Context: an optimization exercise on an open-source flow, tuned for small area, a short achievable clock period and few clock cycles. The choices shown serve that exercise and are no tape-out recipe. In this exercise RTL edits were held to simulation tests only and were not proved equivalent to the original. Power and IR drop assume default switching activity.

==> design.v <==
module vcu_core (
    input  wire        clk,
    input  wire        rst,
    input  wire        cmd_valid,
    output wire        cmd_ready,
    input  wire [31:0] cmd_data,
    output wire        rsp_valid,
    input  wire        rsp_ready,
    output wire [31:0] rsp_data,
    output reg         evt_valid,
    output reg  [31:0] evt_data
);
    localparam [7:0] OP_CLR    = 8'h01;
    localparam [7:0] OP_LOAD   = 8'h02;
    localparam [7:0] OP_PUT    = 8'h03;
    localparam [7:0] OP_GET    = 8'h04;
    localparam [7:0] OP_READ   = 8'h05;
    localparam [7:0] OP_ID     = 8'h06;
    localparam [7:0] OP_LOCATE = 8'h07;
    localparam [7:0] OP_WIREID = 8'h08;
    localparam [7:0] OP_ENQ    = 8'h10;
    localparam [7:0] OP_PULL   = 8'h18;
    localparam [7:0] OP_RESULT = 8'h19;
    localparam [7:0] OP_MAPWR  = 8'h20;
    localparam [7:0] OP_COMMIT = 8'h21;
    localparam [7:0] OP_RX     = 8'h22;
    localparam [7:0] OP_TICK   = 8'h30;
    localparam [7:0] OP_EDGE   = 8'h40;
    localparam [7:0] OP_TASK   = 8'h41;
    localparam [7:0] OP_REG    = 8'hF0;
    localparam [3:0] S_OK      = 4'd0;
    localparam [3:0] S_FULL    = 4'd1;
    localparam [3:0] S_EMPTY   = 4'd2;
    localparam [3:0] S_ILLEGAL = 4'd3;
    localparam [3:0] S_LOCKED  = 4'd4;
    localparam [3:0] S_CFG     = 4'd5;
    localparam [3:0] S_NOTRUN  = 4'd6;
    localparam [3:0] S_TXFAIL  = 4'd7;
    localparam [3:0] S_TXIDLE  = 4'd8;
    localparam [2:0] R_GET    = 3'd0;
    localparam [2:0] R_READ   = 3'd1;
    localparam [2:0] R_ID     = 3'd2;
    localparam [2:0] R_LOCATE = 3'd3;
    localparam [2:0] R_WIREID = 3'd4;
    localparam [2:0] R_PULL   = 3'd5;
    localparam [2:0] R_REG    = 3'd6;
    localparam [23:0] PH_WRAP  = 24'd8589934;    
    localparam [8:0]  MOD_WRAP = 9'd295;         
    reg        ctrl_run, ctrl_locked, ctrl_fatal;
    reg [8:0]  errflags;
    reg [4:0]  map_idx [0:11];
    reg [11:0] map_en;
    reg [63:0] cdc;
    reg [3:0]  head, tail, hp;           
    reg [95:0] q [0:15];                 
    reg [15:0] drops, txfails;
    reg        hold_valid, hold_ever;
    reg [6:0]  isv_dig;
    reg [13:0] isv_speed;
    reg [23:0] ph;                       
    reg [8:0]  pmod;                     
    reg        last_s;                   
    reg [23:0] last_p;
    reg [1:0]  sh [0:31];                
    reg [31:0] now_ms, start;
    reg [1:0]  sstate;
    reg        row_idx;
    reg [2:0]  col_idx, scan_col;
    reg [1:0]  irq_en;
    reg [15:0] toggle;
    reg        blink_on;
    reg [1:0]  blink_st;
    reg [31:0] cw, d0, d1, d2;
    reg        ib_v, ib_done, ib_isrx;
    reg [1:0]  ib_n;
    reg        r0v, s1v;                 
    reg [31:0] r0;
    reg [3:0]  s1;
    reg        res_busy;
    reg [2:0]  res_op;
    reg [2:0]  res_k;
    reg [7:0]  rs_f;
    reg        wblk;                     
    reg        bl_busy, bl_first;
    reg [11:0] ev_pm;
    reg        ev_busy;
    reg [3:0]  lev_v;
    integer i;
    reg  cmd_ready_q, exec_ok_q;
    wire exec_ok = exec_ok_q;
    wire exec    = ib_done & exec_ok;
    assign cmd_ready = cmd_ready_q;
    wire take    = cmd_valid & cmd_ready;
    wire take_cw = take & (~ib_v | ib_done);
    wire take_dw = take & ib_v & ~ib_done;
    assign rsp_valid = r0v;
    assign rsp_data  = r0;
    function [1:0] num_dw;
        input [7:0] op;
        begin
            case (op)
                OP_LOAD:   num_dw = 2'd2;
                OP_PUT:    num_dw = 2'd3;
                OP_WIREID: num_dw = 2'd1;
                OP_ENQ:    num_dw = 2'd3;
                OP_RX:     num_dw = 2'd3;
                OP_TASK:   num_dw = 2'd1;
                default:   num_dw = 2'd0;
            endcase
        end
    endfunction
    wire [7:0] opc     = cw[31:24];
    wire [1:0] f_kind  = cw[1:0];
    wire [2:0] f_slot  = cw[4:2];
    wire [3:0] f_sid   = cw[3:0];
    wire [4:0] f_idx   = cw[8:4];
    wire       f_en    = cw[9];
    wire [3:0] f_row   = cw[3:0];
    wire [1:0] f_res   = cw[1:0];
    reg known_op, rsvd_bad;
    always @(*) begin
        known_op = 1'b1;
        rsvd_bad = 1'b0;
        case (opc)
            OP_CLR, OP_LOAD, OP_READ, OP_WIREID, OP_ENQ, OP_PULL,
            OP_COMMIT, OP_RX, OP_TICK, OP_TASK:
                rsvd_bad = |cw[23:0];
            OP_PUT, OP_GET, OP_ID:
                rsvd_bad = |cw[23:5];
            OP_LOCATE:
                rsvd_bad = |cw[23:7];
            OP_MAPWR:
                rsvd_bad = |cw[23:10];
            OP_EDGE:
                rsvd_bad = |cw[23:4];
            OP_RESULT:
                rsvd_bad = |cw[23:2];
            OP_REG:
                rsvd_bad = |cw[23:8];
            default:
                known_op = 1'b0;
        endcase
    end
    wire illegal = ~known_op | rsvd_bad;
    wire kind_byte = ~f_kind[0];
    wire slot_bad  = ~kind_byte & f_slot[2];
    wire frame_bad = kind_byte & f_slot[2];
    function [7:0] base_b1;
        input [1:0] k;
        begin
            case (k)
                2'd0: base_b1 = 8'h00;
                2'd1: base_b1 = 8'h08;
                2'd2: base_b1 = 8'h0A;
                default: base_b1 = 8'h0D;
            endcase
        end
    endfunction
    function [31:0] frame_id;
        input [1:0] k;
        input [2:0] n;
        begin
            frame_id = {16'h94FF, base_b1(k), n, 5'd0};
        end
    endfunction
    wire [3:0] head_inc   = head + 4'd1;
    wire       fifo_empty = (head == tail);
    wire       fifo_full  = (head_inc == tail);
    wire [3:0] fifo_count = head - tail;
    wire [95:0] hold_q  = q[hp];
    wire [31:0] hold_id = hold_ever ? hold_q[95:64] : 32'd0;
    wire [63:0] hold_pl = hold_ever ? hold_q[63:0]  : 64'd0;
    reg [63:0] put_cdc;
    always @(*) begin : codec_put
        reg [15:0] w;
        case (f_kind)
            2'd0: w = {8'd0, d1[6:0], d0[0]};
            2'd1: w = {d2[11:0], d1[2:0], d0[0]};
            2'd2: w = {8'd0, d2[1:0], d1[4:0], d0[0]};
            default: w = {d1[1:0], d0[13:0]};
        endcase
        put_cdc = cdc;
        if (kind_byte)
            put_cdc[f_slot*8 +: 8] = w[7:0];
        else
            put_cdc[f_slot[1:0]*16 +: 16] = w;
    end
    wire [63:0] rx_pl = {d2, d1};
    reg [7:0]  rx_match;
    reg [6:0]  rx_dig;
    reg [13:0] rx_speed;
    reg        rx_ign;
    always @(*) begin : dispatch
        integer s;
        for (s = 0; s < 7; s = s + 1)
            rx_match[s] = map_en[s] &&
                (d0 == frame_id(2'd2, {1'b0, map_idx[s][4:3]}));
        rx_match[7] = map_en[7] && (d0 == frame_id(2'd3, map_idx[7][4:2]));
        rx_ign = rx_match[0] ? rx_pl[{map_idx[0][2:0], 3'd0}] : isv_dig[0];
        rx_dig = isv_dig;
        rx_dig[0] = rx_ign;
        for (s = 1; s < 7; s = s + 1)
            if (rx_match[s] && rx_ign)
                rx_dig[s] = rx_pl[{map_idx[s][2:0], 3'd0}];
        rx_speed = isv_speed;
        if (rx_match[7])
            rx_speed = rx_pl[{map_idx[7][1:0], 4'd0} +: 14];
    end
    wire rx_rise = |(~isv_dig[3:1] & rx_dig[3:1]);
    wire rx_fall = (|isv_dig[3:1]) & ~(|rx_dig[3:1]);
    wire rx_restart = rx_rise | rx_fall;
    function [1:0] bst;
        input [6:0] dg;
        begin
            bst = dg[3] ? 2'd3 : dg[1] ? 2'd1 : dg[2] ? 2'd2 : 2'd0;
        end
    endfunction
    reg commit_ok;
    always @(*) begin : commit_chk
        integer a, b;
        reg dup_in, dup_out;
        dup_in = 1'b0;
        dup_out = 1'b0;
        for (a = 0; a < 7; a = a + 1)
            for (b = a + 1; b < 7; b = b + 1)
                if (map_en[a] && map_en[b] && map_idx[a] == map_idx[b])
                    dup_in = 1'b1;
        for (a = 8; a < 12; a = a + 1)
            for (b = a + 1; b < 12; b = b + 1)
                if (map_en[a] && map_en[b] && map_idx[a] == map_idx[b])
                    dup_out = 1'b1;
        commit_ok = (|map_en[6:0]) && (|map_en[11:8]) && !dup_in && !dup_out;
    end
    wire        tk_wrap = (ph == PH_WRAP) && (pmod == MOD_WRAP);
    wire        tk_pinc = (pmod == 9'd499);
    wire [23:0] ph_nx   = tk_wrap ? 24'd0 : tk_pinc ? ph + 24'd1 : ph;
    wire [8:0]  pmod_nx = (tk_wrap | tk_pinc) ? 9'd0 : pmod + 9'd1;
    wire        tk_eval = ctrl_run && (last_s || ph_nx != last_p);
    wire [31:0] tick_val = {ph[22:0], pmod} - {5'd0, ph, 3'd0} - {6'd0, ph, 2'd0};
    reg [1:0] lamp_sh [0:3];
    reg [3:0] lamp_v;
    reg [3:0] lamp_chg;
    always @(*) begin : lamps
        integer k;
        for (k = 0; k < 4; k = k + 1) begin
            lamp_sh[k]  = sh[map_idx[8 + k]];
            lamp_v[k]   = blink_on & blink_st[k / 2];
            lamp_chg[k] = map_en[8 + k] &&
                          (!lamp_sh[k][1] || (lamp_sh[k][0] != lamp_v[k]));
        end
    end
    wire [3:0] lamp_sel = lamp_chg & ~(lamp_chg - 4'd1);    
    wire       lamp_more = |(lamp_chg & ~lamp_sel);
    reg  [1:0] lamp_k;
    always @(*) begin
        casez (lamp_chg)
            4'b???1: lamp_k = 2'd0;
            4'b??10: lamp_k = 2'd1;
            4'b?100: lamp_k = 2'd2;
            default: lamp_k = 2'd3;
        endcase
    end
    wire [4:0] lamp_x  = map_idx[{2'b10, lamp_k}];
    wire       lamp_nv = lamp_v[lamp_k];
    wire       bl_go   = bl_busy & ~(bl_first & (|ev_pm[11:8]));
    wire       bl_wr   = bl_go & (|lamp_chg);
    function [7:0] sh_byte;
        input [1:0] s;
        begin
            sh_byte = {s[1], s[1], 2'b00, s[1], 2'b00, s[0]};
        end
    endfunction
    reg [63:0] lamp_pl;
    always @(*) begin : lamp_frame
        integer b;
        for (b = 0; b < 8; b = b + 1)
            lamp_pl[b*8 +: 8] = (b[2:0] == lamp_x[2:0]) ? sh_byte({1'b1, lamp_nv})
                                : sh_byte(sh[{lamp_x[4:3], b[2:0]}]);
    end
    wire [31:0] elapsed  = now_ms - start;
    wire [6:0]  row_keys = row_idx ? d0[13:7] : d0[6:0];
    reg        scan_found;
    reg [2:0]  scan_c;
    always @(*) begin : col_scan
        integer c;
        scan_found = 1'b0;
        scan_c = 3'd0;
        for (c = 6; c >= 0; c = c - 1)
            if (row_keys[c]) begin
                scan_found = 1'b1;
                scan_c = c[2:0];
            end
    end
    wire [3:0] scan_cell = {row_idx, 3'd0} + {3'd0, row_idx} + {1'b0, scan_c};
    wire       still_pressed = row_keys[col_idx];
    wire [7:0] rg = rs_f;
    reg [31:0] reg_val;
    always @(*) begin : regread
        reg_val = 32'd0;
        casez (rg)
            8'h00: reg_val = {29'd0, ctrl_fatal, ctrl_locked, ctrl_run};
            8'h01: reg_val = {23'd0, errflags};
            8'h02: reg_val = {12'd0, fifo_count, 4'd0, tail, head,
                              2'd0, fifo_full, fifo_empty};
            8'h03: reg_val = {16'd0, drops};
            8'h04: reg_val = {31'd0, hold_valid};
            8'h05: reg_val = {16'd0, txfails};
            8'h06: reg_val = hold_id;
            8'h07: reg_val = hold_pl[31:0];
            8'h08: reg_val = hold_pl[63:32];
            8'h09: reg_val = cdc[31:0];
            8'h0A: reg_val = cdc[63:32];
            8'h0B: reg_val = {25'd0, isv_dig};
            8'h0C: reg_val = {18'd0, isv_speed};
            8'h0D: reg_val = tick_val;
            8'h0E: reg_val = last_s ? 32'hFFFFFFFF : {8'd0, last_p};
            8'h0F: reg_val = {20'd0, map_en[11] & lamp_sh[3][0], map_en[10] & lamp_sh[2][0],
                              map_en[9] & lamp_sh[1][0], map_en[8] & lamp_sh[0][0],
                              6'd0, bst(isv_dig)};
            8'h10: reg_val = now_ms;
            8'h11: reg_val = {16'd0, 1'b0, scan_col, 1'b0, col_idx, 3'd0, row_idx,
                              2'd0, sstate};
            8'h12: reg_val = start;
            8'h13: reg_val = {30'd0, irq_en};
            8'h14: reg_val = {16'd0, toggle};
            8'h2?: reg_val = {23'd0, map_en[rg[3:0]], 3'd0, map_idx[rg[3:0]]};
            8'h3?: begin
                if (!rg[3])
                    reg_val = {sh_byte(sh[{rg[2:0], 2'd3}]), sh_byte(sh[{rg[2:0], 2'd2}]),
                               sh_byte(sh[{rg[2:0], 2'd1}]), sh_byte(sh[{rg[2:0], 2'd0}])};
                else if (!rg[2])
                    reg_val = {7'd0, toggle[{rg[1:0], 2'd3}],
                               7'd0, toggle[{rg[1:0], 2'd2}],
                               7'd0, toggle[{rg[1:0], 2'd1}],
                               7'd0, toggle[{rg[1:0], 2'd0}]};
            end
            default: ;
        endcase
    end
    reg reg_bad;
    always @(*) begin
        casez (cw[7:0])
            8'h00, 8'h01, 8'h02, 8'h03, 8'h04, 8'h05, 8'h06, 8'h07,
            8'h08, 8'h09, 8'h0A, 8'h0B, 8'h0C, 8'h0D, 8'h0E, 8'h0F,
            8'h10, 8'h11, 8'h12, 8'h13, 8'h14, 8'h3?: reg_bad = 1'b0;
            8'h2?: reg_bad = (cw[3:2] == 2'b11);
            default: reg_bad = 1'b1;
        endcase
    end
    wire [1:0] r_kind = rs_f[1:0];
    wire [2:0] r_slot = rs_f[4:2];
    wire [4:0] r_i    = rs_f[6:2];
    wire       r_byte = ~r_kind[0];
    wire [2:0] loc_n  = r_byte ? {1'b0, r_i[4:3]} : r_i[4:2];
    wire [2:0] loc_s  = r_byte ? r_i[2:0] : {1'b0, r_i[1:0]};
    reg [31:0] res_w;
    always @(*) begin : resgen
        reg [15:0] w;
        reg [31:0] f0, f1, f2;
        if (r_byte)
            w = {8'd0, cdc[{r_slot, 3'd0} +: 8]};
        else
            w = cdc[{r_slot[1:0], 4'd0} +: 16];
        f0 = {31'd0, w[0]};
        f1 = 32'd0;
        f2 = 32'd0;
        case (r_kind)
            2'd0: f1 = {25'd0, w[7:1]};
            2'd1: begin f1 = {29'd0, w[3:1]}; f2 = {20'd0, w[15:4]}; end
            2'd2: begin f1 = {27'd0, w[5:1]}; f2 = {30'd0, w[7:6]}; end
            default: begin f0 = {18'd0, w[13:0]}; f1 = {30'd0, w[15:14]}; end
        endcase
        res_w = 32'd0;
        case (res_op)
            R_GET:    res_w = (res_k == 3'd1) ? f0 : (res_k == 3'd2) ? f1 : f2;
            R_READ:   res_w = (res_k == 3'd1) ? cdc[31:0] : cdc[63:32];
            R_ID:     res_w = frame_id(r_kind, r_slot);
            R_LOCATE: res_w = (res_k == 3'd1) ? {29'd0, loc_n} :
                              (res_k == 3'd2) ? {29'd0, loc_s} : frame_id(r_kind, loc_n);
            R_WIREID: res_w = (res_k == 3'd1) ? (d0[31] ? {3'd0, d0[28:0]} : {21'd0, d0[10:0]})
                                              : {31'd0, d0[31]};
            R_PULL:   res_w = (res_k == 3'd1) ? (hold_id[31] ? {3'd0, hold_id[28:0]}
                                                             : {21'd0, hold_id[10:0]}) :
                              (res_k == 3'd2) ? {31'd0, hold_id[31]} :
                              (res_k == 3'd3) ? hold_pl[31:0] : hold_pl[63:32];
            default:  res_w = reg_val;
        endcase
    end
    reg [2:0] res_last;
    always @(*) begin
        case (res_op)
            R_GET:    res_last = 3'd3;
            R_READ:   res_last = 3'd2;
            R_ID:     res_last = 3'd1;
            R_LOCATE: res_last = 3'd3;
            R_WIREID: res_last = 3'd2;
            R_PULL:   res_last = 3'd4;
            default:  res_last = 3'd1;
        endcase
    end
    reg [3:0] ex_st;
    reg       ex_res;
    reg [2:0] ex_rop;
    always @(*) begin
        ex_st  = S_OK;
        ex_res = 1'b0;
        ex_rop = R_REG;
        if (illegal) begin
            ex_st = S_ILLEGAL;
        end else begin
            case (opc)
                OP_PUT:    if (slot_bad) ex_st = S_ILLEGAL;
                OP_GET:    if (slot_bad) ex_st = S_ILLEGAL;
                           else begin ex_res = 1'b1; ex_rop = R_GET; end
                OP_READ:   begin ex_res = 1'b1; ex_rop = R_READ; end
                OP_ID:     if (frame_bad) ex_st = S_ILLEGAL;
                           else begin ex_res = 1'b1; ex_rop = R_ID; end
                OP_LOCATE: begin ex_res = 1'b1; ex_rop = R_LOCATE; end
                OP_WIREID: begin ex_res = 1'b1; ex_rop = R_WIREID; end
                OP_ENQ:    if (fifo_full) ex_st = S_FULL;
                OP_PULL:   if (hold_valid) begin ex_res = 1'b1; ex_rop = R_PULL; end
                           else if (fifo_empty) ex_st = S_EMPTY;
                           else begin ex_res = 1'b1; ex_rop = R_PULL; end
                OP_RESULT: if (f_res == 2'd3) ex_st = S_ILLEGAL;
                           else if (!hold_valid) ex_st = S_TXIDLE;
                           else if (f_res == 2'd2) ex_st = S_TXFAIL;
                OP_MAPWR:  if (ctrl_locked) ex_st = S_LOCKED;
                           else if (f_sid >= 4'd12) ex_st = S_ILLEGAL;
                OP_COMMIT: if (ctrl_locked) ex_st = S_LOCKED;
                           else if (!commit_ok) ex_st = S_CFG;
                OP_RX:     if (!ctrl_run) ex_st = S_NOTRUN;
                OP_EDGE:   if (!ctrl_run) ex_st = S_NOTRUN;
                           else if (f_row >= 4'd2) ex_st = S_ILLEGAL;
                OP_TASK:   if (!ctrl_run) ex_st = S_NOTRUN;
                OP_REG:    if (reg_bad) ex_st = S_ILLEGAL;
                           else begin ex_res = 1'b1; ex_rop = R_REG; end
                default: ;
            endcase
        end
    end
    wire ex_ok = (ex_st == S_OK);
    wire        pop      = r0v & rsp_ready;
    wire        r0_free  = ~r0v | pop;
    wire        res_push = res_busy & ~s1v & r0_free;
    wire ib_v_n     = take_cw | (ib_v & ~(exec & ~take_dw));
    wire ib_done_n  = take_cw ? (num_dw(cmd_data[31:24]) == 2'd0) :
                      take_dw ? (ib_n + 2'd1 == num_dw(opc)) :
                      (ib_done & ~exec);
    wire ib_isrx_n  = take_cw ? (cmd_data[31:24] == OP_RX) : ib_isrx;
    wire s1v_n      = ~r0_free & (s1v | exec);
    wire res_end    = res_push & (res_k == res_last);
    wire res_busy_n = exec ? (ex_ok & ex_res) : (res_busy & ~res_end);
    wire wblk_n     = exec ? (ex_ok & ex_res & (ex_rop == R_WIREID)) : (wblk & ~res_end);
    wire bl_trig    = exec & ~illegal & ctrl_run &
                      (((opc == OP_RX) & rx_restart) | ((opc == OP_TICK) & tk_eval));
    wire bl_busy_n  = bl_trig | (bl_busy & ~(bl_go & ~lamp_more));
    wire ev_rx      = exec & ~illegal & ctrl_run & (opc == OP_RX);
    wire [11:0] ev_set_w = {(bl_wr ? lamp_sel : 4'd0),
                            (ev_rx ? {rx_speed != isv_speed, rx_dig ^ isv_dig} : 8'd0)};
    wire [11:0] ev_nx_w;
    wire ev_busy_n  = |ev_nx_w;
    wire exec_ok_n  = ~s1v_n & ~res_busy_n & ~bl_busy_n & ~(ib_isrx_n & ev_busy_n);
    wire cmd_ready_n = ~ib_v_n | (~ib_done_n & ~wblk_n) | (ib_done_n & exec_ok_n);
    wire [11:0] ev_sel = ev_pm & ~(ev_pm - 12'd1);
    reg  [31:0] ev_w;
    always @(*) begin : evsel
        reg [3:0] s;
        integer e;
        s = 4'd0;
        for (e = 11; e >= 0; e = e - 1)
            if (ev_pm[e]) s = e[3:0];
        if (s[3])
            ev_w = {8'd0, sh_byte({1'b1, lev_v[s[1:0]]}), 12'd0, s};
        else if (s == 4'd7)
            ev_w = {2'd0, isv_speed, 12'd0, 4'd7};
        else
            ev_w = {15'd0, isv_dig[s[2:0]], 12'd0, s};
    end
    wire        do_enq  = exec & ~illegal & (opc == OP_ENQ) & ~fifo_full;
    wire        do_lenq = bl_wr & ~fifo_full;
    wire [95:0] q_wd    = do_lenq ? {frame_id(2'd0, {1'b0, lamp_x[4:3]}), lamp_pl}
                                  : {d0, d2, d1};
    always @(posedge clk) begin
        if (do_enq | do_lenq)
            q[head] <= q_wd;
    end
    assign ev_nx_w = (ev_pm & ~ev_sel) | ev_set_w;
    always @(posedge clk) begin
        if (take_cw) cw <= cmd_data;
        if (take_dw) begin
            case (ib_n)
                2'd0: d0 <= cmd_data;
                2'd1: d1 <= cmd_data;
                default: d2 <= cmd_data;
            endcase
        end
        if (exec) rs_f <= cw[7:0];
        if (r0_free)
            r0 <= s1v ? {28'd0, s1} : exec ? {28'd0, ex_st} : res_w;
        if (exec)
            s1 <= ex_st;
        evt_data <= ev_w;
        if (rst) begin
            ib_v <= 1'b0; ib_done <= 1'b0; ib_isrx <= 1'b0; ib_n <= 2'd0;
            r0v <= 1'b0; s1v <= 1'b0;
            res_busy <= 1'b0; res_op <= 3'd0; res_k <= 3'd0; wblk <= 1'b0;
            bl_busy <= 1'b0; bl_first <= 1'b0;
            ev_pm <= 12'd0; ev_busy <= 1'b0; lev_v <= 4'd0;
            cmd_ready_q <= 1'b1; exec_ok_q <= 1'b1;
            evt_valid <= 1'b0;
            blink_on <= 1'b0; blink_st <= 2'd0;
            ctrl_run <= 1'b0; ctrl_locked <= 1'b0; ctrl_fatal <= 1'b0;
            errflags <= 9'd0;
            map_en <= 12'd0;
            for (i = 0; i < 12; i = i + 1) map_idx[i] <= 5'd0;
            cdc <= 64'd0;
            head <= 4'd0; tail <= 4'd0; hp <= 4'd15;
            drops <= 16'd0; txfails <= 16'd0;
            hold_valid <= 1'b0; hold_ever <= 1'b0;
            isv_dig <= 7'd0; isv_speed <= 14'd0;
            ph <= 24'd0; pmod <= 9'd0;
            last_s <= 1'b1; last_p <= 24'd0;
            for (i = 0; i < 32; i = i + 1) sh[i] <= 2'd0;
            now_ms <= 32'd0; start <= 32'd0;
            sstate <= 2'd0; row_idx <= 1'b0; col_idx <= 3'd0; scan_col <= 3'd0;
            irq_en <= 2'b11; toggle <= 16'd0;
        end else begin
            if (take_cw) begin
                ib_v    <= 1'b1;
                ib_n    <= 2'd0;
                ib_done <= (num_dw(cmd_data[31:24]) == 2'd0);
                ib_isrx <= (cmd_data[31:24] == OP_RX);
            end else if (take_dw) begin
                ib_n    <= ib_n + 2'd1;
                ib_done <= (ib_n + 2'd1 == num_dw(opc));
            end else if (exec) begin
                ib_v    <= 1'b0;
                ib_done <= 1'b0;
            end
            if (~r0v | pop) begin
                r0v <= s1v | exec | res_push;
                s1v <= 1'b0;
            end else if (exec) begin
                s1v <= 1'b1;
            end
            if (exec) begin
                res_busy <= ex_ok & ex_res;
                res_op   <= ex_rop;
                res_k    <= 3'd1;
                wblk     <= ex_ok & ex_res & (ex_rop == R_WIREID);
            end else if (res_push) begin
                res_k <= res_k + 3'd1;
                if (res_k == res_last) begin
                    res_busy <= 1'b0;
                    wblk     <= 1'b0;
                end
            end
            if (exec) begin
                if (ex_st != S_OK && ex_st != S_EMPTY)
                    errflags[ex_st] <= 1'b1;
                if (!illegal) begin
                    case (opc)
                        OP_CLR: cdc <= 64'd0;
                        OP_LOAD: cdc <= {d1, d0};
                        OP_PUT: if (!slot_bad) cdc <= put_cdc;
                        OP_ENQ: begin
                            if (fifo_full) begin
                                if (drops != 16'hFFFF) drops <= drops + 16'd1;
                            end else begin
                                head <= head_inc;
                            end
                        end
                        OP_PULL: begin
                            if (!hold_valid && !fifo_empty) begin
                                hold_valid <= 1'b1;
                                hold_ever  <= 1'b1;
                                hp         <= tail;
                                tail       <= tail + 4'd1;
                            end
                        end
                        OP_RESULT: begin
                            if (f_res != 2'd3 && hold_valid) begin
                                if (f_res == 2'd0) hold_valid <= 1'b0;
                                else if (f_res == 2'd2) begin
                                    hold_valid <= 1'b0;
                                    if (txfails != 16'hFFFF) txfails <= txfails + 16'd1;
                                end
                            end
                        end
                        OP_MAPWR: begin
                            if (!ctrl_locked && f_sid < 4'd12) begin
                                map_idx[f_sid] <= f_idx;
                                map_en[f_sid]  <= f_en;
                            end
                        end
                        OP_COMMIT: begin
                            if (!ctrl_locked) begin
                                ctrl_locked <= 1'b1;
                                if (commit_ok) ctrl_run <= 1'b1;
                                else ctrl_fatal <= 1'b1;
                            end
                        end
                        OP_RX: begin
                            if (ctrl_run) begin
                                isv_dig   <= rx_dig;
                                isv_speed <= rx_speed;
                                if (rx_restart) begin
                                    ph       <= 24'd0;
                                    pmod     <= 9'd0;
                                    last_s   <= 1'b0;
                                    last_p   <= 24'd0;
                                    blink_on <= 1'b1;
                                    blink_st <= bst(rx_dig);
                                    bl_busy  <= 1'b1;
                                    bl_first <= 1'b1;
                                end
                            end
                        end
                        OP_TICK: begin
                            ph     <= ph_nx;
                            pmod   <= pmod_nx;
                            now_ms <= now_ms + 32'd1;
                            if (tk_eval) begin
                                last_s   <= 1'b0;
                                last_p   <= ph_nx;
                                blink_on <= ~ph_nx[0];
                                blink_st <= bst(isv_dig);
                                bl_busy  <= 1'b1;
                                bl_first <= 1'b1;
                            end
                        end
                        OP_EDGE: begin
                            if (ctrl_run && f_row < 4'd2 && irq_en[f_row[0]] && sstate == 2'd0) begin
                                row_idx <= f_row[0];
                                start   <= now_ms;
                                irq_en[f_row[0]] <= 1'b0;
                                sstate  <= 2'd1;
                            end
                        end
                        OP_TASK: begin
                            if (ctrl_run) begin
                                if (sstate == 2'd1) begin
                                    if (elapsed >= 32'd20) begin
                                        if (scan_found) begin
                                            col_idx <= scan_c;
                                            toggle[scan_cell] <= ~toggle[scan_cell];
                                            sstate  <= 2'd2;
                                        end else begin
                                            irq_en[row_idx] <= 1'b1;
                                            sstate <= 2'd0;
                                        end
                                    end
                                end else if (sstate == 2'd2) begin
                                    if (!still_pressed) begin
                                        irq_en[row_idx] <= 1'b1;
                                        sstate <= 2'd0;
                                    end
                                end
                                scan_col <= (scan_col == 3'd6) ? 3'd0 : scan_col + 3'd1;
                            end
                        end
                        default: ;
                    endcase
                end
            end
            if (bl_go) begin
                bl_first <= 1'b0;
                if (!lamp_more) bl_busy <= 1'b0;
                if (|lamp_chg) begin
                    sh[lamp_x] <= {1'b1, lamp_nv};
                    lev_v[lamp_k] <= lamp_nv;
                    if (fifo_full) begin
                        errflags[S_FULL] <= 1'b1;
                        if (drops != 16'hFFFF) drops <= drops + 16'd1;
                    end else begin
                        head <= head_inc;
                    end
                end
            end
            ev_pm     <= ev_nx_w;
            ev_busy   <= ev_busy_n;
            cmd_ready_q <= cmd_ready_n;
            exec_ok_q   <= exec_ok_n;
            evt_valid <= |ev_pm;
        end
    end
endmodule
==> flow/run.sh <==
#!/bin/bash
# Standard ORFS layout (the standard.sh, unchanged synthesis), with the
# timing repair after CTS and global routing asked to leave 18 ns of setup
# slack on the 25 ns clock, so it works the paths down toward a 7 ns period.
# Constraints (SDC) are the standard flow's, unchanged.
set -euo pipefail
bash standard.sh SETUP_SLACK_MARGIN=18 finish > standard_flow.log 2>&1
==> standard.sh <==
#!/bin/bash
# synth_recipe.tcl (not shown) runs the flow's synth.tcl, then flattens the netlist and writes it again
# the make line also repeats each setting of config.mk as NAME=value (left out here)
make -C /OpenROAD-flow-scripts/flow DESIGN_CONFIG=/design/flow/config.mk WORK_HOME=/design/flow/orfs CLKGATE_MAP_FILE= SYNTH_SCRIPT=/design/flow/synth_recipe.tcl "${@:-finish}"
==> config.mk <==
export PLATFORM = sky130hd
export DESIGN_NAME = vcu_core
export DESIGN_NICKNAME = vcu_core
export VERILOG_FILES = /design/flow/design.v
export SDC_FILE = /design/flow/constraint.sdc
export NUM_CORES = 4
export LEC_CHECK = 0
export CAP_MARGIN = 20
export CORE_MARGIN = 2
export CORE_UTILIZATION = 40
export SLEW_MARGIN = 20
==> constraint.sdc <==
create_clock -name core_clock -period 25.0 [get_ports {clk}]
set_input_delay 5.0000 -clock core_clock [delete_from_list [all_inputs] [get_ports {clk}]]
set_output_delay 5.0000 -clock core_clock [all_outputs]
set_load 0.01 [all_outputs]
==> results of run 1 <==
==> metrics by stage <==
step | power, mW | cell area, µm² | hold WS, ps | instances | utilization
finish | 7.81 | 121000 | 456 | 11700 | 0.450
global route | 8.00 | 121000 | 480 | 11700 | 0.450
CTS | 7.84 | 120000 | 454 | 11600 | 0.449
detailed placement | 4.39 | 113000 | 445 | 11200 | 0.421
global placement | 4.39 | 113000 | 440 | 11200 | 0.420
floorplan | 4.26 | 108000 | 426 | 7974 | -
==> repair_timing <==
action	in CTS	in global routing
setup endpoints to repair	9	125
gates resized for setup	9	3
pin swaps	0	4
hold endpoints to repair	0	0
cloned	0	1
setup buffers	0	6
==> registers in the layout, indices dropped and copies added, names as in the netlist, 32 cells and up, named ones only <==
name,cells
q,1536
map_idx,80
cdc,64
sh,64
cw,32
d0,32
d1,32
d2,32
now_ms,32
r0,32
start,32
==> layout by cell type, fill, tap and decap left out, types with 35 or more instances in the layout <==
master	n
nor2_1	563
buf_4	180
clkinv_1	42
inv_1	202
xor2_1	172
ha_1	149
nor4_1	66
and3_1	88
nor2b_1	92
a222oi_1	37
or2_2	49
mux4_2	647
nand2_1	525
nand3_1	185
dfxtp_1	394
a21oi_1	359
a31oi_1	41
and2_1	102
clkinv_2	35
mux2i_1	162
xnor2_1	132
a32oi_1	62
o21ai_0	287
a211oi_1	115
nand2b_1	70
clkdlybuf4s50_1	78
nand4_1	107
a22oi_1	83
edfxtp_1	1820
clkbuf_1	46
a221oi_1	44
a221o_1	69
clkbuf_16	239
nor3_1	108
==> per-layer routing <==
metal,vias up,global-route usage,share of wire
li1,31000,-,-
met4,26,0.140,0.057
met1,38200,0.379,0.40
met3,879,0.0730,0.11
met5,-,0,0.00046
met2,4441,0.411,0.44
==> cells by family after synthesis <==
logic type / after synthesis
AOI/OAI and AO/OA: 1450
xor gates and xnor gates: 305
adders and majority gates: 176
buffers and inverters: 779
DFF: 2221
muxes: 836
other: 1
and+or+nand+nor: 2173
==> power groups by stage <==
stage / sequential, mW / clock [mW] / combinational [mW]
CTS: 4.04 / 3.53 / 0.278
global route: 4.04 / 3.67 / 0.298
finish: 4.04 / 3.48 / 0.287
floorplan: 4.08 / 0 / 0.177
global placement: 4.11 / 0 / 0.274
detailed placement: 4.11 / 0 / 0.277
==> worst reg2reg max path: cells and delay by family (launching register included) <==
kind	cells	cell delay [ps]
buffers and inverters	5	2500
flip-flops	1	780
AND/OR/NAND/NOR	5	1850
adder cells (fa/ha/maj)	1	340
AO/OA/AOI/OAI	2	870
==> layout make-up <==
type	count	area share
Clock buffer	292	0.0518
Clock inverter	131	0.0109
Antenna cell	23	0.000477
Multi-Input combinational cell	4975	0.354
Timing Repair Buffer	280	0.0204
Sequential cell	2221	0.519
Inverter	205	0.00637
Tap cell	3552	0.0368
==> path summary, 6_finish.rpt <==
path | to | cells after the start | slack, ps
hold / removal | errflags[8] | 2 | 460
setup reg to reg | q[8][0] | 13 | 18120
hold reg to reg | errflags[8] | 2 | 460
setup / recovery | rsp_data[1] | 1 | 17970
==> run summary, run 1 <==
status=no timing/DRC/antenna violations; measured slew at the worst slew-check pin=1260 ps; PD cells=64.7 nW/µm²; drt drc=0; Layout Skew=51.4 ps; Main synth FF type=edfxtp_1; asr flop ratio synth=0; crit-path cells=clkdlybuf4s50_1; most frequent cells after synthesis=1820 x edfxtp_1, 647 x mux4_2, 590 x nor2_1; Synth Area in Simple Gates=0.0993; power share of the clock group=0.446; CP Capture Type=primary output; CTS tree=yes; Final nets=8130; CTS Hold Buffers Added=0; Setup TNS=0 ps; Fillers=23.6k; Yosys cell types=109; vias in the first global route=70.4k; post-synth top area cell=edfxtp_1; Area Overhead vs Synth=11.7%; FF+latch count, synth=2221; Highest Clock Rate=142 MHz; Seq/Total Area, Yosys=0.580; Leakage=39.9 nW; via count=74.5k; clk slew on worst S/H paths=70 ps; Worst-Skew Late Latency=950 ps; Worst R2R Start=cw[2]; DIE AREA=274000 µm²; Post-synth EDFFs=1820; critical path launch point type=register; initial core utilization=0.403; Sequential Power Share=0.517; Final Hold Viols=0; Critical Path Source=r0[1]; adder-cell area share of the yosys netlist=0.0221; die width=524 µm; dpl hpwl=265000 µm; crit path DAT=2030 ps; Port-buffer cells=88; mux cell area share after synthesis=0.153; largest net degree at the start of global routing=163; grt ovf=0; CP peak stage delay=600 ps; row cnt=190; slowest stage cell, crit path=clkdlybuf4s50_1; WL/cell=33.3 µm; htree depth=4; Crit Path Max Fanout=1; final clock period utilization by the worst path=0.281; Cells after Synth=7941; Setup CP Type=reg -> out; IO Pins=103; root buffer cell=clkbuf_16; drt pass-1 iters=10; Net Switching=1.74 mW; Comb power frac=0.037; core area=268000 µm²; Pint=6.07 mW; TritonCTS Sinks=2221; largest family of logic cells by synthesized area=multiplexers; hold_sp=errflags[8]; Max transition margin=0.160; maximum clock path buffer count=4; die height=524 µm; fin. max-slew vios=0; # setup viols final=0; Largest delay share family, worst path=buffers and inverters; clock period minus worst slack=7030 ps; Routed Antenna Nets=0; DP Worst Slack=17160 ps; All-Layer GR Usage=0.278; Synth Area in XOR/XNOR=0.0249; clock buffer count from CTS=236; maximum vdd ir drop=0.0000584 V; maxcap violations=0; Synth Area per Inst=13.6 µm²; post-synth top area share=0.506; WP data required=20000 ps; hold crit path type=reg -> reg; most numerous cell in the Yosys netlist=edfxtp_1; Yosys Warn Count=2; switch share=0.222; Area contributors post-synth=edfxtp_1 51%, mux4_2 13%, dfxtp_1 7.4%, nor2_1 2.0%, nand2_1 1.8%; Iteration-0 DRC Markers=11.1k; WL final=389000 µm; Multi-input gate area=42700 µm²; setup ws final=17970 ps; post-synthesis compound-gate area fraction=0.0916; total area of sequential cells=62700 µm²; Post-Syn Area=108000 µm²; routability congestion estimate=1.01; routed vias/inst=6.38; Crit path buffers/inverters=1; layout cell share with drive strength beyond 1=0.169; global-route wire length before repair=546000 µm; RSZ-0062 raised after global routing=yes; antenna violations before repair=37
Testbench counts, summed over its fixed seeds: cycles 114,674.
==> run 2: changes to the inputs <==
--- a/design.v
+++ b/design.v
@@ -37,13 +37,6 @@
     localparam [3:0] S_NOTRUN  = 4'd6;
     localparam [3:0] S_TXFAIL  = 4'd7;
     localparam [3:0] S_TXIDLE  = 4'd8;
-    localparam [2:0] R_GET    = 3'd0;
-    localparam [2:0] R_READ   = 3'd1;
-    localparam [2:0] R_ID     = 3'd2;
-    localparam [2:0] R_LOCATE = 3'd3;
-    localparam [2:0] R_WIREID = 3'd4;
-    localparam [2:0] R_PULL   = 3'd5;
-    localparam [2:0] R_REG    = 3'd6;
     localparam [23:0] PH_WRAP  = 24'd8589934;    
     localparam [8:0]  MOD_WRAP = 9'd295;         
     reg        ctrl_run, ctrl_locked, ctrl_fatal;
@@ -77,8 +70,8 @@
     reg [31:0] r0;
     reg [3:0]  s1;
     reg        res_busy;
-    reg [2:0]  res_op;
-    reg [2:0]  res_k;
+    reg [5:0]  rsrc;                     
+    reg [2:0]  res_n;                    
     reg [7:0]  rs_f;
     reg        wblk;                     
     reg        bl_busy, bl_first;
@@ -167,7 +160,13 @@
     wire       fifo_empty = (head == tail);
     wire       fifo_full  = (head_inc == tail);
     wire [3:0] fifo_count = head - tail;
-    wire [95:0] hold_q  = q[hp];
+    reg [95:0] hold_q;
+    always @(*) begin : hold_rd
+        integer j;
+        hold_q = 96'd0;
+        for (j = 0; j < 16; j = j + 1)
+            hold_q = hold_q | (q[j] & {96{hp == j[3:0]}});
+    end
     wire [31:0] hold_id = hold_ever ? hold_q[95:64] : 32'd0;
     wire [63:0] hold_pl = hold_ever ? hold_q[63:0]  : 64'd0;
     reg [63:0] put_cdc;
@@ -293,46 +292,85 @@
     end
     wire [3:0] scan_cell = {row_idx, 3'd0} + {3'd0, row_idx} + {1'b0, scan_c};
     wire       still_pressed = row_keys[col_idx];
-    wire [7:0] rg = rs_f;
-    reg [31:0] reg_val;
-    always @(*) begin : regread
-        reg_val = 32'd0;
+    localparam [5:0] X_GET0 = 6'h15;
+    localparam [5:0] X_GET1 = 6'h16;
+    localparam [5:0] X_GET2 = 6'h17;
+    localparam [5:0] X_ID   = 6'h18;
+    localparam [5:0] X_LOCN = 6'h19;
+    localparam [5:0] X_LOCS = 6'h1A;
+    localparam [5:0] X_LOCI = 6'h1B;
+    localparam [5:0] X_WIR1 = 6'h1C;
+    localparam [5:0] X_WIR2 = 6'h1D;
+    localparam [5:0] X_PUL1 = 6'h1E;
+    localparam [5:0] X_PUL2 = 6'h1F;
+    wire [5:0] rg     = rsrc;
+    wire [1:0] r_kind = rs_f[1:0];
+    wire [2:0] r_slot = rs_f[4:2];
+    wire [4:0] r_i    = rs_f[6:2];
+    wire       r_byte = ~r_kind[0];
+    wire [2:0] loc_n  = r_byte ? {1'b0, r_i[4:3]} : r_i[4:2];
+    wire [2:0] loc_s  = r_byte ? r_i[2:0] : {1'b0, r_i[1:0]};
+    wire [15:0] get_w = r_byte ? {8'd0, cdc[{r_slot, 3'd0} +: 8]}
+                               : cdc[{r_slot[1:0], 4'd0} +: 16];
+    reg [31:0] res_w;
+    always @(*) begin : resgen
+        res_w = 32'd0;
         casez (rg)
-            8'h00: reg_val = {29'd0, ctrl_fatal, ctrl_locked, ctrl_run};
-            8'h01: reg_val = {23'd0, errflags};
-            8'h02: reg_val = {12'd0, fifo_count, 4'd0, tail, head,
-                              2'd0, fifo_full, fifo_empty};
-            8'h03: reg_val = {16'd0, drops};
-            8'h04: reg_val = {31'd0, hold_valid};
-            8'h05: reg_val = {16'd0, txfails};
-            8'h06: reg_val = hold_id;
-            8'h07: reg_val = hold_pl[31:0];
-            8'h08: reg_val = hold_pl[63:32];
-            8'h09: reg_val = cdc[31:0];
-            8'h0A: reg_val = cdc[63:32];
-            8'h0B: reg_val = {25'd0, isv_dig};
-            8'h0C: reg_val = {18'd0, isv_speed};
-            8'h0D: reg_val = tick_val;
-            8'h0E: reg_val = last_s ? 32'hFFFFFFFF : {8'd0, last_p};
-            8'h0F: reg_val = {20'd0, map_en[11] & lamp_sh[3][0], map_en[10] & lamp_sh[2][0],
-                              map_en[9] & lamp_sh[1][0], map_en[8] & lamp_sh[0][0],
-                              6'd0, bst(isv_dig)};
-            8'h10: reg_val = now_ms;
-            8'h11: reg_val = {16'd0, 1'b0, scan_col, 1'b0, col_idx, 3'd0, row_idx,
-                              2'd0, sstate};
-            8'h12: reg_val = start;
-            8'h13: reg_val = {30'd0, irq_en};
-            8'h14: reg_val = {16'd0, toggle};
-            8'h2?: reg_val = {23'd0, map_en[rg[3:0]], 3'd0, map_idx[rg[3:0]]};
-            8'h3?: begin
+            6'h00: res_w = {29'd0, ctrl_fatal, ctrl_locked, ctrl_run};
+            6'h01: res_w = {23'd0, errflags};
+            6'h02: res_w = {12'd0, fifo_count, 4'd0, tail, head,
+                            2'd0, fifo_full, fifo_empty};
+            6'h03: res_w = {16'd0, drops};
+            6'h04: res_w = {31'd0, hold_valid};
+            6'h05: res_w = {16'd0, txfails};
+            6'h06: res_w = hold_id;
+            6'h07: res_w = hold_pl[31:0];
+            6'h08: res_w = hold_pl[63:32];
+            6'h09: res_w = cdc[31:0];
+            6'h0A: res_w = cdc[63:32];
+            6'h0B: res_w = {25'd0, isv_dig};
+            6'h0C: res_w = {18'd0, isv_speed};
+            6'h0D: res_w = tick_val;
+            6'h0E: res_w = last_s ? 32'hFFFFFFFF : {8'd0, last_p};
+            6'h0F: res_w = {20'd0, map_en[11] & lamp_sh[3][0], map_en[10] & lamp_sh[2][0],
+                            map_en[9] & lamp_sh[1][0], map_en[8] & lamp_sh[0][0],
+                            6'd0, bst(isv_dig)};
+            6'h10: res_w = now_ms;
+            6'h11: res_w = {16'd0, 1'b0, scan_col, 1'b0, col_idx, 3'd0, row_idx,
+                            2'd0, sstate};
+            6'h12: res_w = start;
+            6'h13: res_w = {30'd0, irq_en};
+            6'h14: res_w = {16'd0, toggle};
+            X_GET0: res_w = (r_kind == 2'd3) ? {18'd0, get_w[13:0]} : {31'd0, get_w[0]};
+            X_GET1: case (r_kind)
+                        2'd0: res_w = {25'd0, get_w[7:1]};
+                        2'd1: res_w = {29'd0, get_w[3:1]};
+                        2'd2: res_w = {27'd0, get_w[5:1]};
+                        default: res_w = {30'd0, get_w[15:14]};
+                    endcase
+            X_GET2: case (r_kind)
+                        2'd1: res_w = {20'd0, get_w[15:4]};
+                        2'd2: res_w = {30'd0, get_w[7:6]};
+                        default: res_w = 32'd0;
+                    endcase
+            X_ID:   res_w = frame_id(r_kind, r_slot);
+            X_LOCN: res_w = {29'd0, loc_n};
+            X_LOCS: res_w = {29'd0, loc_s};
+            X_LOCI: res_w = frame_id(r_kind, loc_n);
+            X_WIR1: res_w = d0[31] ? {3'd0, d0[28:0]} : {21'd0, d0[10:0]};
+            X_WIR2: res_w = {31'd0, d0[31]};
+            X_PUL1: res_w = hold_id[31] ? {3'd0, hold_id[28:0]} : {21'd0, hold_id[10:0]};
+            X_PUL2: res_w = {31'd0, hold_id[31]};
+            6'h2?: res_w = {23'd0, map_en[rg[3:0]], 3'd0, map_idx[rg[3:0]]};
+            6'h3?: begin
                 if (!rg[3])
-                    reg_val = {sh_byte(sh[{rg[2:0], 2'd3}]), sh_byte(sh[{rg[2:0], 2'd2}]),
-                               sh_byte(sh[{rg[2:0], 2'd1}]), sh_byte(sh[{rg[2:0], 2'd0}])};
+                    res_w = {sh_byte(sh[{rg[2:0], 2'd3}]), sh_byte(sh[{rg[2:0], 2'd2}]),
+                             sh_byte(sh[{rg[2:0], 2'd1}]), sh_byte(sh[{rg[2:0], 2'd0}])};
                 else if (!rg[2])
-                    reg_val = {7'd0, toggle[{rg[1:0], 2'd3}],
-                               7'd0, toggle[{rg[1:0], 2'd2}],
-                               7'd0, toggle[{rg[1:0], 2'd1}],
-                               7'd0, toggle[{rg[1:0], 2'd0}]};
+                    res_w = {7'd0, toggle[{rg[1:0], 2'd3}],
+                             7'd0, toggle[{rg[1:0], 2'd2}],
+                             7'd0, toggle[{rg[1:0], 2'd1}],
+                             7'd0, toggle[{rg[1:0], 2'd0}]};
             end
             default: ;
         endcase
@@ -347,80 +385,31 @@
             default: reg_bad = 1'b1;
         endcase
     end
-    wire [1:0] r_kind = rs_f[1:0];
-    wire [2:0] r_slot = rs_f[4:2];
-    wire [4:0] r_i    = rs_f[6:2];
-    wire       r_byte = ~r_kind[0];
-    wire [2:0] loc_n  = r_byte ? {1'b0, r_i[4:3]} : r_i[4:2];
-    wire [2:0] loc_s  = r_byte ? r_i[2:0] : {1'b0, r_i[1:0]};
-    reg [31:0] res_w;
-    always @(*) begin : resgen
-        reg [15:0] w;
-        reg [31:0] f0, f1, f2;
-        if (r_byte)
-            w = {8'd0, cdc[{r_slot, 3'd0} +: 8]};
-        else
-            w = cdc[{r_slot[1:0], 4'd0} +: 16];
-        f0 = {31'd0, w[0]};
-        f1 = 32'd0;
-        f2 = 32'd0;
-        case (r_kind)
-            2'd0: f1 = {25'd0, w[7:1]};
-            2'd1: begin f1 = {29'd0, w[3:1]}; f2 = {20'd0, w[15:4]}; end
-            2'd2: begin f1 = {27'd0, w[5:1]}; f2 = {30'd0, w[7:6]}; end
-            default: begin f0 = {18'd0, w[13:0]}; f1 = {30'd0, w[15:14]}; end
-        endcase
-        res_w = 32'd0;
-        case (res_op)
-            R_GET:    res_w = (res_k == 3'd1) ? f0 : (res_k == 3'd2) ? f1 : f2;
-            R_READ:   res_w = (res_k == 3'd1) ? cdc[31:0] : cdc[63:32];
-            R_ID:     res_w = frame_id(r_kind, r_slot);
-            R_LOCATE: res_w = (res_k == 3'd1) ? {29'd0, loc_n} :
-                              (res_k == 3'd2) ? {29'd0, loc_s} : frame_id(r_kind, loc_n);
-            R_WIREID: res_w = (res_k == 3'd1) ? (d0[31] ? {3'd0, d0[28:0]} : {21'd0, d0[10:0]})
-                                              : {31'd0, d0[31]};
-            R_PULL:   res_w = (res_k == 3'd1) ? (hold_id[31] ? {3'd0, hold_id[28:0]}
-                                                             : {21'd0, hold_id[10:0]}) :
-                              (res_k == 3'd2) ? {31'd0, hold_id[31]} :
-                              (res_k == 3'd3) ? hold_pl[31:0] : hold_pl[63:32];
-            default:  res_w = reg_val;
-        endcase
-    end
-    reg [2:0] res_last;
-    always @(*) begin
-        case (res_op)
-            R_GET:    res_last = 3'd3;
-            R_READ:   res_last = 3'd2;
-            R_ID:     res_last = 3'd1;
-            R_LOCATE: res_last = 3'd3;
-            R_WIREID: res_last = 3'd2;
-            R_PULL:   res_last = 3'd4;
-            default:  res_last = 3'd1;
-        endcase
-    end
     reg [3:0] ex_st;
     reg       ex_res;
-    reg [2:0] ex_rop;
+    reg [5:0] ex_src;
+    reg [2:0] ex_cnt;
     always @(*) begin
         ex_st  = S_OK;
         ex_res = 1'b0;
-        ex_rop = R_REG;
+        ex_src = cw[5:0];
+        ex_cnt = 3'd1;
         if (illegal) begin
             ex_st = S_ILLEGAL;
         end else begin
             case (opc)
                 OP_PUT:    if (slot_bad) ex_st = S_ILLEGAL;
                 OP_GET:    if (slot_bad) ex_st = S_ILLEGAL;
-                           else begin ex_res = 1'b1; ex_rop = R_GET; end
-                OP_READ:   begin ex_res = 1'b1; ex_rop = R_READ; end
+                           else begin ex_res = 1'b1; ex_src = X_GET0; ex_cnt = 3'd3; end
+                OP_READ:   begin ex_res = 1'b1; ex_src = 6'h09; ex_cnt = 3'd2; end
                 OP_ID:     if (frame_bad) ex_st = S_ILLEGAL;
-                           else begin ex_res = 1'b1; ex_rop = R_ID; end
-                OP_LOCATE: begin ex_res = 1'b1; ex_rop = R_LOCATE; end
-                OP_WIREID: begin ex_res = 1'b1; ex_rop = R_WIREID; end
+                           else begin ex_res = 1'b1; ex_src = X_ID; end
+                OP_LOCATE: begin ex_res = 1'b1; ex_src = X_LOCN; ex_cnt = 3'd3; end
+                OP_WIREID: begin ex_res = 1'b1; ex_src = X_WIR1; ex_cnt = 3'd2; end
                 OP_ENQ:    if (fifo_full) ex_st = S_FULL;
-                OP_PULL:   if (hold_valid) begin ex_res = 1'b1; ex_rop = R_PULL; end
+                OP_PULL:   if (hold_valid) begin ex_res = 1'b1; ex_src = X_PUL1; ex_cnt = 3'd4; end
                            else if (fifo_empty) ex_st = S_EMPTY;
-                           else begin ex_res = 1'b1; ex_rop = R_PULL; end
+                           else begin ex_res = 1'b1; ex_src = X_PUL1; ex_cnt = 3'd4; end
                 OP_RESULT: if (f_res == 2'd3) ex_st = S_ILLEGAL;
                            else if (!hold_valid) ex_st = S_TXIDLE;
                            else if (f_res == 2'd2) ex_st = S_TXFAIL;
@@ -433,7 +422,7 @@
                            else if (f_row >= 4'd2) ex_st = S_ILLEGAL;
                 OP_TASK:   if (!ctrl_run) ex_st = S_NOTRUN;
                 OP_REG:    if (reg_bad) ex_st = S_ILLEGAL;
-                           else begin ex_res = 1'b1; ex_rop = R_REG; end
+                           else ex_res = 1'b1;
                 default: ;
             endcase
         end
@@ -448,9 +437,9 @@
                       (ib_done & ~exec);
     wire ib_isrx_n  = take_cw ? (cmd_data[31:24] == OP_RX) : ib_isrx;
     wire s1v_n      = ~r0_free & (s1v | exec);
-    wire res_end    = res_push & (res_k == res_last);
+    wire res_end    = res_push & (res_n == 3'd1);
     wire res_busy_n = exec ? (ex_ok & ex_res) : (res_busy & ~res_end);
-    wire wblk_n     = exec ? (ex_ok & ex_res & (ex_rop == R_WIREID)) : (wblk & ~res_end);
+    wire wblk_n     = exec ? (ex_ok & ex_res & (ex_src == X_WIR1)) : (wblk & ~res_end);
     wire bl_trig    = exec & ~illegal & ctrl_run &
                       (((opc == OP_RX) & rx_restart) | ((opc == OP_TICK) & tk_eval));
     wire bl_busy_n  = bl_trig | (bl_busy & ~(bl_go & ~lamp_more));
@@ -503,7 +492,7 @@
         if (rst) begin
             ib_v <= 1'b0; ib_done <= 1'b0; ib_isrx <= 1'b0; ib_n <= 2'd0;
             r0v <= 1'b0; s1v <= 1'b0;
-            res_busy <= 1'b0; res_op <= 3'd0; res_k <= 3'd0; wblk <= 1'b0;
+            res_busy <= 1'b0; rsrc <= 6'd0; res_n <= 3'd0; wblk <= 1'b0;
             bl_busy <= 1'b0; bl_first <= 1'b0;
             ev_pm <= 12'd0; ev_busy <= 1'b0; lev_v <= 4'd0;
             cmd_ready_q <= 1'b1; exec_ok_q <= 1'b1;
@@ -545,12 +534,13 @@
             end
             if (exec) begin
                 res_busy <= ex_ok & ex_res;
-                res_op   <= ex_rop;
-                res_k    <= 3'd1;
-                wblk     <= ex_ok & ex_res & (ex_rop == R_WIREID);
+                rsrc     <= ex_src;
+                res_n    <= ex_cnt;
+                wblk     <= ex_ok & ex_res & (ex_src == X_WIR1);
             end else if (res_push) begin
-                res_k <= res_k + 3'd1;
-                if (res_k == res_last) begin
+                rsrc  <= (rsrc == X_PUL2) ? 6'h07 : rsrc + 6'd1;
+                res_n <= res_n - 3'd1;
+                if (res_n == 3'd1) begin
                     res_busy <= 1'b0;
                     wblk     <= 1'b0;
                 end
==> flow/run.sh (replaced) <==
#!/bin/bash
# Standard ORFS layout (the standard.sh, unchanged synthesis and SDC),
# with the timing repair after CTS and global routing asked to leave
# 18.7 ns of setup slack on the 25 ns clock, so it works the paths down
# toward a 6.3 ns period.
set -euo pipefail
bash standard.sh SETUP_SLACK_MARGIN=18.7 finish > standard_flow.log 2>&1
--- a/config.mk
+++ b/config.mk
@@ -7,5 +7,5 @@
 export LEC_CHECK = 0
 export CAP_MARGIN = 20
 export CORE_MARGIN = 2
-export CORE_UTILIZATION = 40
+export CORE_UTILIZATION = 60
 export SLEW_MARGIN = 20
==> run summary, run 2 <==
drt pass-1 iters=12; routability congestion estimate=1.04; Yosys cell types=105; Synth Area per Inst=12.7 µm²; row cnt=152; CTS Hold Buffers Added=0; DIE AREA=175000 µm²; global-route wire length before repair=544000 µm; global-route met3 utilization=0.129; CP Capture Type=primary output; drt drc=0; most numerous cell in the Yosys netlist=edfxtp_1; clock period minus worst slack=6610 ps; GR Util met1=0.599; final clock period utilization by the worst path=0.264; status=no timing/DRC/antenna violations; commonest non-fill, non-tap cells in the layout=1819 x edfxtp_1, 533 x nor2_1, 452 x nand2_1, 393 x a221oi_1, 384 x dfxtp_1; met2 Use GR=0.625; TritonCTS Sinks=2219; Fillers=12.2k; Post-synth EDFFs=1819; initial core utilization=0.602; max reg flops=1536; slowest stage cell, crit path=edfxtp_1; Port-buffer cells=88; Highest Clock Rate=151 MHz; FF+latch count, synth=2219; r2r setup slk=18720 ps; Cells after Synth=8105; Worst-Skew Late Latency=920 ps; CP peak stage delay=540 ps; most frequent cells after synthesis=1819 x edfxtp_1, 567 x nor2_1, 455 x nand2_1; Final Hold Viols=0; Area contributors post-synth=edfxtp_1 53%, dfxtp_1 7.8%, mux4_2 3.9%, a221oi_1 3.3%, a22o_1 3.0%; setup ws final=18390 ps; asr flop ratio synth=0; IO Pins=103; Layout Skew=85.4 ps; Final nets=8270; Largest delay share family, worst path=flip-flops; maximum clock path buffer count=3; htree depth=4; grt ovf=0; All-Layer GR Usage=0.437; maxcap violations=0; antenna violations before repair=30; Max transition margin=0.158; vias in the first global route=73.1k; Crit path buffers/inverters=1; clk slew on worst S/H paths=70 ps; largest net degree at the start of global routing=149; power consumption=7.64 mW; crit path DAT=1610 ps; clock buffer count from CTS=216; Yosys Warn Count=2; RSZ-0062 raised after global routing=yes; die width=419 µm; measured slew at the worst slew-check pin=1230 ps; Seq/Total Area, Yosys=0.607; root buffer cell=clkbuf_16; Finished Core Util=0.668; Post-DP Area=107000 µm²; Setup TNS=0 ps; via count=78.8k; post-synth top area cell=edfxtp_1; die height=419 µm; hold crit path type=reg -> reg; DP Worst Slack=16910 ps; Post-Syn Area=103000 µm²; CTS tree=yes; biggest registers after layout=q (1536), map_idx (80); fin. max-slew vios=0; layout cell share with drive strength beyond 1=0.122; Leakage=38.2 nW; WL/cell=36.7 µm; WP data required=20000 ps; routed vias/inst=7.45; post-route cell area=114000 µm²; Iteration-0 DRC Markers=14.2k; post-synth top area share=0.529; global routing's busiest layer=met2; PD cells=66.8 nW/µm²; most common cell after layout, fill and taps aside=edfxtp_1; Biggest register=q; Setup CP Type=reg -> out; Routed Antenna Nets=0; maximum vdd ir drop=0.0000723 V; Main synth FF type=edfxtp_1; crit-path cells=buf_2; Area Overhead vs Synth=10.8%; dpl hpwl=250000 µm; Crit Path Max Fanout=1; critical path launch point type=register; # setup viols final=0; core area=171000 µm²; WL final=389000 µm
-- run 2: cell types whose count changed in the layout (fill, tap and decap cells not counted), moves of 32 or more --
| cell | previous run | this run |
|---|---|---|
| a21oi_1 | 359 | 319 |
| a221oi_1 | 44 | 393 |
| a22o_1 | 14 | 348 |
| a22oi_1 | 83 | 250 |
| buf_2 | 0 | 41 |
| clkdlybuf4s50_1 | 78 | 25 |
| mux2i_1 | 162 | 129 |
| mux4_2 | 647 | 178 |
| nand2_1 | 525 | 452 |
| nand2b_1 | 70 | 37 |
| nand3_1 | 185 | 153 |
| nand4_1 | 107 | 186 |
| o21ai_0 | 287 | 238 |
-- run 2: cell type report --
class / count / area [µm²] / share of cell area
Clock buffer: 280 / 5900 / 0.0516
Antenna cell: 27 / 67.6 / 0.000591
Inverter: 180 / 683 / 0.00597
Timing Repair Buffer: 304 / 2650 / 0.0232
Sequential cell: 2219 / 62700 / 0.548
Tap cell: 2310 / 2890 / 0.0253
Multi-Input combinational cell: 5139 / 38200 / 0.334
Clock inverter: 122 / 1300 / 0.0114
Timing Repair inverter: 1 / 5.00 / 0.0000438
-- run 2: final timing paths --
kind,start,end,cells past startpoint
min reg2reg,lev_v[3],lev_v[3],2
min,lev_v[3],lev_v[3],2
max,r0[21],rsp_data[21],1
max reg2reg,map_idx[9][4],q[12][43],12
-- run 2: metrics by stage --
step                      hold WS (ps)  instances
final                              454      10600
after global routing               477      10600
after CTS                          461      10600
after detailed placement           454      10100
after global placement             443      10100
after floorplan                    432       8138
-- run 2: where the power goes --
group / leakage (nW) / total (mW) / switching (mW) / internal (mW)
combinational: 14.9 / 0.290 / 0.204 / 0.0858
sequential: 19.8 / 4.03 / 0.0451 / 3.99
clock: 3.50 / 3.32 / 1.46 / 1.86
-- run 2: metal layers --
| metal | vias up | share of wire |
|---|---|---|
| met5 | - | 0.00070 |
| met4 | 18 | 0.067 |
| met3 | 1181 | 0.14 |
| met2 | 6607 | 0.42 |
| met1 | 39100 | 0.36 |
| li1 | 31900 | - |
-- run 2: repair_timing --
item / CTS / global route
pin swaps: 4 / 1
gates cloned: 2 / 0
endpoints found under the setup margin: 925 / 978
resized for setup: 274 / 53
buffers inserted: 12 / 1
-- run 2: cell families after synthesis --
logic type / count (synthesis) / share of synthesized area
xor+xnor: 292 / 0.0248
compound gates: 2186 / 0.158
mux: 336 / 0.0545
simple gates: 2115 / 0.103
buf+inv: 781 / 0.0297
other cells: 1 / 0.0000363
fa+ha+maj: 175 / 0.0230
flops: 2219 / 0.607
Testbench counts of run 2, summed over its fixed seeds: cycles 114,674.

-- re-timing with driven ports --
In the flow no input, the clock included, has a driving cell. The finished layouts below were timed again as built, in two steps. Step 1: set_driving_cell puts a clkbuf_16 on clk and a buf_2 on each other input, an assumption about the parent block. Step 2 moves the port delays by t, midway between the first and last clock arrival at a register: inputs arrive t later, outputs are due t later. That takes back most of the time a late clock gives input paths. Three values: no drivers, after step 1, after step 2; two values: the first two.
| run | shift t [ns] | setup WS [ns] | worst hold slack (ns) | clock arrival spread, ns | worst slew at a driven data input, ns |
|---|---|---|---|---|---|
| run 1 | 1.014 | 17.968 / 17.879 / 17.089 | 0.456 / 0.456 / 0.456 | 0.054 / 0.054 | 0.20 |
| run 2 | 0.966 | 18.394 / 18.305 / 17.777 | 0.454 / 0.454 / 0.454 | 0.086 / 0.085 | 0.16 |
After both steps setup and hold are still met in every run listed. For run 1, which loses most, drivers alone change the setup slack by -0.089 ns; drivers and shift together by -0.879 ns.
